What follows belongs to an exercise in optimizing a design on an open flow for small area, a short achievable clock period and few clock cycles; a production flow would make more cautious choices.
Only simulation tests tie the RTL to the original design; equivalence was not proved.

// cbs_rtb
module cbs_rtb (
    input  wire          clk,
    input  wire          rst,
    input  wire          h_valid,
    input  wire [31:0]   h_data,
    output wire          ready,
    output reg           r_valid,
    output reg  [31:0]   r_data,
    input  wire          p_valid,
    input  wire [7:0]    p_data,
    input  wire          tick,
    output wire [31:0]   period_out,
    output wire [31:0]   duty_out
);
Settings: LEC_CHECK=0, ABC_AREA=1, CAP_MARGIN=10, CORE_MARGIN=2, CORE_UTILIZATION=40, PLACE_DENSITY=0.6, SLEW_MARGIN=0, SYNTH_MEMORY_MAX_BITS=65536; clock period 25.0 ns.
standard.sh (not shown) runs the stock make flow with config.mk's settings and CLKGATE_MAP_FILE= SYNTH_SCRIPT=/design/flow/synth_recipe.tcl, a recipe that flattens the netlist after the stock synthesis.
==> flow/flow/run.sh <==
#!/bin/bash
# The standard layout (the standard.sh: standard synthesis, then ORFS to
# finish), with the port buffers that placement inserts taken as buf_2 cells
# rather than the resizer's default pick, and timing repair asked to leave
# 18.3 ns of setup slack at the design's 25 ns clock (repair_timing
# -setup_margin), so that it also shortens paths that already meet it.
set -euo pipefail
export BUFFER_PORTS_ARGS="-buffer_cell sky130_fd_sc_hd__buf_2"
export SETUP_SLACK_MARGIN=18.3
bash standard.sh > standard.log 2>&1
Testbench counts at the start, summed over its fixed seeds: cycles 28,725.
Rerun with:
==> flow/flow/run.sh (replaced) <==
#!/bin/bash
# The standard layout (the standard.sh: standard synthesis, then ORFS to
# finish), with the port buffers that placement inserts taken as buf_2 cells
# rather than the resizer's default pick, and timing repair asked to leave
# 19 ns of setup slack at the design's 25 ns clock (repair_timing
# -setup_margin), so that it also shortens paths that already meet it.
set -euo pipefail
export BUFFER_PORTS_ARGS="-buffer_cell sky130_fd_sc_hd__buf_2"
export SETUP_SLACK_MARGIN=19
bash standard.sh > standard.log 2>&1
CAP_MARGIN = 30   (was 10)
SLEW_MARGIN = 20   (was 0)
Effect: The new run ran to the end with no violations; sequential share of layout area goes down by 1.6 points; via count goes up by 2.8%; wire length goes up by 5.4%; design area goes up by 7.0%.
Rerun with:
==> flow/flow/run.sh (replaced) <==
#!/bin/bash
# The standard layout (the standard.sh: standard synthesis, then ORFS to
# finish), with the port buffers that placement inserts taken as buf_2 cells
# rather than the resizer's default pick, and timing repair asked to leave
# 18.3 ns of setup slack at the design's 25 ns clock (repair_timing
# -setup_margin), so that it also shortens paths that already meet it.
set -euo pipefail
export BUFFER_PORTS_ARGS="-buffer_cell sky130_fd_sc_hd__buf_2"
export SETUP_SLACK_MARGIN=18.3
bash standard.sh > standard.log 2>&1
Result: The new run completed without violations. Utilization drops by 3.0 points. Design area falls by 6.3%. Via count drops by 2.7%. Fmax shrinks by 2.1%. Count of clock-buffer cells in the layout came out lower by 1. Sequential share of layout area increases by 1.5 points. Hold slack stays flat. Routed wire length came out lower by 5.4%.
Rerun with:
CAP_MARGIN = 20   (was 30)
Result: Cell count decreases slightly; fmax is lower slightly; critical path depth went down by 13; cell area came out lower slightly; register-to-register slack got worse by 0.07 ns; via count decreases slightly; first-iteration DRC count went down by a few percent.
Rerun with:
==> flow/flow/run.sh (replaced) <==
#!/bin/bash
# The standard layout (the standard.sh: standard synthesis, then ORFS to
# finish), with the port buffers that placement inserts taken as buf_2 cells
# rather than the resizer's default pick, and timing repair asked to leave
# 18.0 ns of setup slack at the design's 25 ns clock (repair_timing
# -setup_margin), so that it also shortens paths that already meet it.
set -euo pipefail
export BUFFER_PORTS_ARGS="-buffer_cell sky130_fd_sc_hd__buf_2"
export SETUP_SLACK_MARGIN=18.0
bash standard.sh > standard.log 2>&1
CAP_MARGIN = 30   (was 20)
Result:
- non-clock buffer count goes down by 9
- register-to-register slack loses 0.16 ns
- final cell count stays flat
- hold slack stays flat

---

cbs_rtb, a different RTL version from the one above (not shown whole).
Size: ~1400 flip-flops.
Settings: LEC_CHECK=0, ABC_AREA=0, ABC_CLOCK_PERIOD_IN_PS=8000, CAP_MARGIN=30, CORE_MARGIN=2, CORE_UTILIZATION=40, PLACE_DENSITY=0.6, SLEW_MARGIN=20, SYNTH_MEMORY_MAX_BITS=65536; clock period 25.0 ns.
==> flow/flow/run.sh <==
#!/bin/bash
# The standard layout (the standard.sh: standard synthesis, then ORFS to
# finish), with the port buffers that placement inserts taken as buf_2 cells
# rather than the resizer's default pick.
set -euo pipefail
export BUFFER_PORTS_ARGS="-buffer_cell sky130_fd_sc_hd__buf_2"
bash standard.sh > standard.log 2>&1
Testbench counts at the start, summed over its fixed seeds: cycles 28,818.
==> next run, changes <==
==> flow/run.sh (new file) <==
#!/bin/bash
# synth_recipe.tcl (not shown) runs the flow's synth.tcl, then flattens the netlist and writes it again
# the make line also repeats each setting of config.mk as NAME=value (left out here)
make -C /OpenROAD-flow-scripts/flow DESIGN_CONFIG=/design/flow/config.mk WORK_HOME=/design/flow/orfs CLKGATE_MAP_FILE= SYNTH_SCRIPT=/design/flow/synth_recipe.tcl finish
ABC_AREA = 1   (was 0)
ABC_CLOCK_PERIOD_IN_PS = unset   (was 8000)
removed: flow/flow/run.sh
removed: flow/standard.sh
What happened:
- The new run went through all stages and came out clean
- worst setup slack gets better by 1.3 ns
- cell count rises by 0.51%
- synthesized cell count climbs by 0.67%
- design area came out lower by 6.5%
- register-to-register slack is better by 1.3 ns
- hold slack is better by 0.016 ns

---

RTL: one of the versions met above, not the one the previous note started from.
Size: ~15000 cells after synthesis, roughly 110000 µm² of cells after synthesis.
## cbs_rtb
module cbs_rtb (
    input  wire          clk,
    input  wire          rst,
    input  wire          h_valid,
    input  wire [31:0]   h_data,
    output wire          ready,
    output reg           r_valid,
    output reg  [31:0]   r_data,
    input  wire          p_valid,
    input  wire [7:0]    p_data,
    input  wire          tick,
    output wire [31:0]   period_out,
    output wire [31:0]   duty_out
);
==> flow/config.mk <==
export PLATFORM = sky130hd
export DESIGN_NAME = cbs_rtb
export DESIGN_NICKNAME = cbs_rtb
export VERILOG_FILES = /design/flow/design.v
export SDC_FILE = /design/flow/constraint.sdc
export NUM_CORES = 8
export LEC_CHECK = 0
export ABC_AREA = 1
export CAP_MARGIN = 20
export CORE_MARGIN = 2
export CORE_UTILIZATION = 40
export PLACE_DENSITY = 0.6
export SLEW_MARGIN = 10
export SYNTH_MEMORY_MAX_BITS = 65536
==> flow/constraint.sdc <==
create_clock -name core_clock -period 25.0 [get_ports {clk}]
set_input_delay 5.0000 -clock core_clock [delete_from_list [all_inputs] [get_ports {clk}]]
set_output_delay 5.0000 -clock core_clock [all_outputs]
set_load 0.01 [all_outputs]
==> flow/flow/run.sh <==
#!/bin/bash
# The standard layout (the standard.sh: standard synthesis, then ORFS to
# finish), with the port buffers that placement inserts taken as buf_2 cells
# rather than the resizer's default pick, and timing repair asked to leave
# 18.3 ns of setup slack at the design's 25 ns clock (repair_timing
# -setup_margin), so that it also shortens paths that already meet it.
set -euo pipefail
export BUFFER_PORTS_ARGS="-buffer_cell sky130_fd_sc_hd__buf_2"
export SETUP_SLACK_MARGIN=18.3
bash standard.sh > standard.log 2>&1
The first run completed with no timing, DRC or antenna violations.
Testbench counts at the start, summed over its fixed seeds: cycles 28,725.
==> next run, changes <==
--- a/flow/flow/run.sh
+++ b/flow/flow/run.sh
@@ -5 +5 @@
-# 18.3 ns of setup slack at the design's 25 ns clock (repair_timing
+# 18.6 ns of setup slack at the design's 25 ns clock (repair_timing
@@ -9 +9 @@
-export SETUP_SLACK_MARGIN=18.3
+export SETUP_SLACK_MARGIN=18.6
--- a/flow/config.mk
+++ b/flow/config.mk
@@ -9 +9 @@
-export CAP_MARGIN = 20
+export CAP_MARGIN = 30
@@ -13 +13 @@
-export SLEW_MARGIN = 10
+export SLEW_MARGIN = 20
=> Die area does not change; worst setup slack improves by 0.15 ns; routed wire length shrinks slightly; cell count grows slightly; core utilization grows by 1.4 points; non-clock buffer count grows by 207; register-to-register slack improves by 0.14 ns; synthesized cell count does not change; fmax grows by a few percent.
==> next run, changes <==
==> flow/flow/run.sh (replaced) <==
#!/bin/bash
# The standard layout (the standard.sh: standard synthesis, then ORFS to
# finish), with the port buffers that placement inserts taken as buf_2 cells
# rather than the resizer's default pick.
set -euo pipefail
export BUFFER_PORTS_ARGS="-buffer_cell sky130_fd_sc_hd__buf_2"
bash standard.sh > standard.log 2>&1
- The new run produced a clean layout
- core utilization shrinks by 2.5 points
- setup slack got worse by 1.9 ns
- maximum frequency falls by 22%
- sequential share of layout area goes up by 1.3 points
- clock-buffer cell count falls by 4
- flip-flop and latch count stays the same
- hold slack stays flat
==> next run, changes <==
--- a/flow/flow/run.sh
+++ b/flow/flow/run.sh
@@ -4 +4,3 @@
-# rather than the resizer's default pick.
+# rather than the resizer's default pick, and timing repair asked to leave
+# 19.8 ns of setup slack at the design's 25 ns clock (repair_timing
+# -setup_margin), so that it also shortens paths that already meet it.
@@ -6,0 +9 @@
+export SETUP_SLACK_MARGIN=19.8
=> Routed wire length is higher by about a fifth; synthesized cell count does not change; design area is higher by about a fifth; sequential share of layout area is lower by 4.4 points; critical path depth is lower by 54; worst hold slack hardly moves; register-to-register slack is better by 2.1 ns.
==> next run, changes <==
--- a/flow/flow/run.sh
+++ b/flow/flow/run.sh
@@ -5 +5 @@
-# 19.8 ns of setup slack at the design's 25 ns clock (repair_timing
+# 17.5 ns of setup slack at the design's 25 ns clock (repair_timing
@@ -9 +9 @@
-export SETUP_SLACK_MARGIN=19.8
+export SETUP_SLACK_MARGIN=17.5
=> The changed run passed the timing, design-rule and antenna checks; routed wire length drops by 13%; hold slack degrades by 0.0086 ns.

==> port drivers added, routing unchanged <==
The results above use ideal ports. As a check the final layouts listed here were re-extracted and re-timed, cells and wires unchanged.
Step 1 assumes that a clkbuf_16 drives the clock port and a buf_2 every other input.
Step 2 adds t to the input delays and takes it off the output delays; t is the mean of the earliest and latest rising clock arrival at the registers after step 1. Input paths then give back, and output paths get back, about the clock's delay inside the block.
a / b / c = ideal ports / drivers / drivers and shift; a / b = the first two.
run	t (ns)	setup slack, ns	worst hold slack (ns)	worst setup path at the end	worst slew at a driven data input, ns
the first run of note 1	0.956	18.315 / 18.216 / 17.408	0.324 / 0.324 / 0.324	input to register	0.18
the second run of note 1	0.959	18.450 / 18.424 / 17.517	0.323 / 0.323 / 0.323	input to register	0.23
the third run of note 1	0.954	18.307 / 18.217 / 17.394	0.324 / 0.324 / 0.324	input to register	0.21
the fourth run of note 1	0.936	18.253 / 18.155 / 17.446	0.322 / 0.322 / 0.322	input to register	0.21
the fifth run of note 1	0.963	18.022 / 17.920 / 17.186	0.325 / 0.325 / 0.325	input to register	0.23
the first run of note 2	0.989	15.429 / 15.429 / 15.429	0.308 / 0.308 / 0.308	register to register	0.22
the second run of note 2	0.988	16.684 / 16.684 / 16.033	0.324 / 0.324 / 0.324	input to register	0.17
the first run of note 3	0.957	18.297 / 18.218 / 17.367	0.322 / 0.322 / 0.322	input to register	0.19
the second run of note 3	0.939	18.450 / 18.366 / 17.538	0.325 / 0.325 / 0.325	input to register	0.16
the third run of note 3	0.960	16.557 / 16.557 / 15.982	0.327 / 0.327 / 0.327	input to register	0.17
the fourth run of note 3	0.965	18.506 / 18.404 / 17.556	0.325 / 0.325 / 0.325	input to register	0.29
the fifth run of note 3	0.950	17.643 / 17.655 / 16.706	0.316 / 0.316 / 0.316	input to register	0.18
After both steps setup and hold are still met in every run listed. For the fourth run of note 3, which loses most, drivers alone change the setup slack by -0.102 ns; drivers and shift together by -0.950 ns.
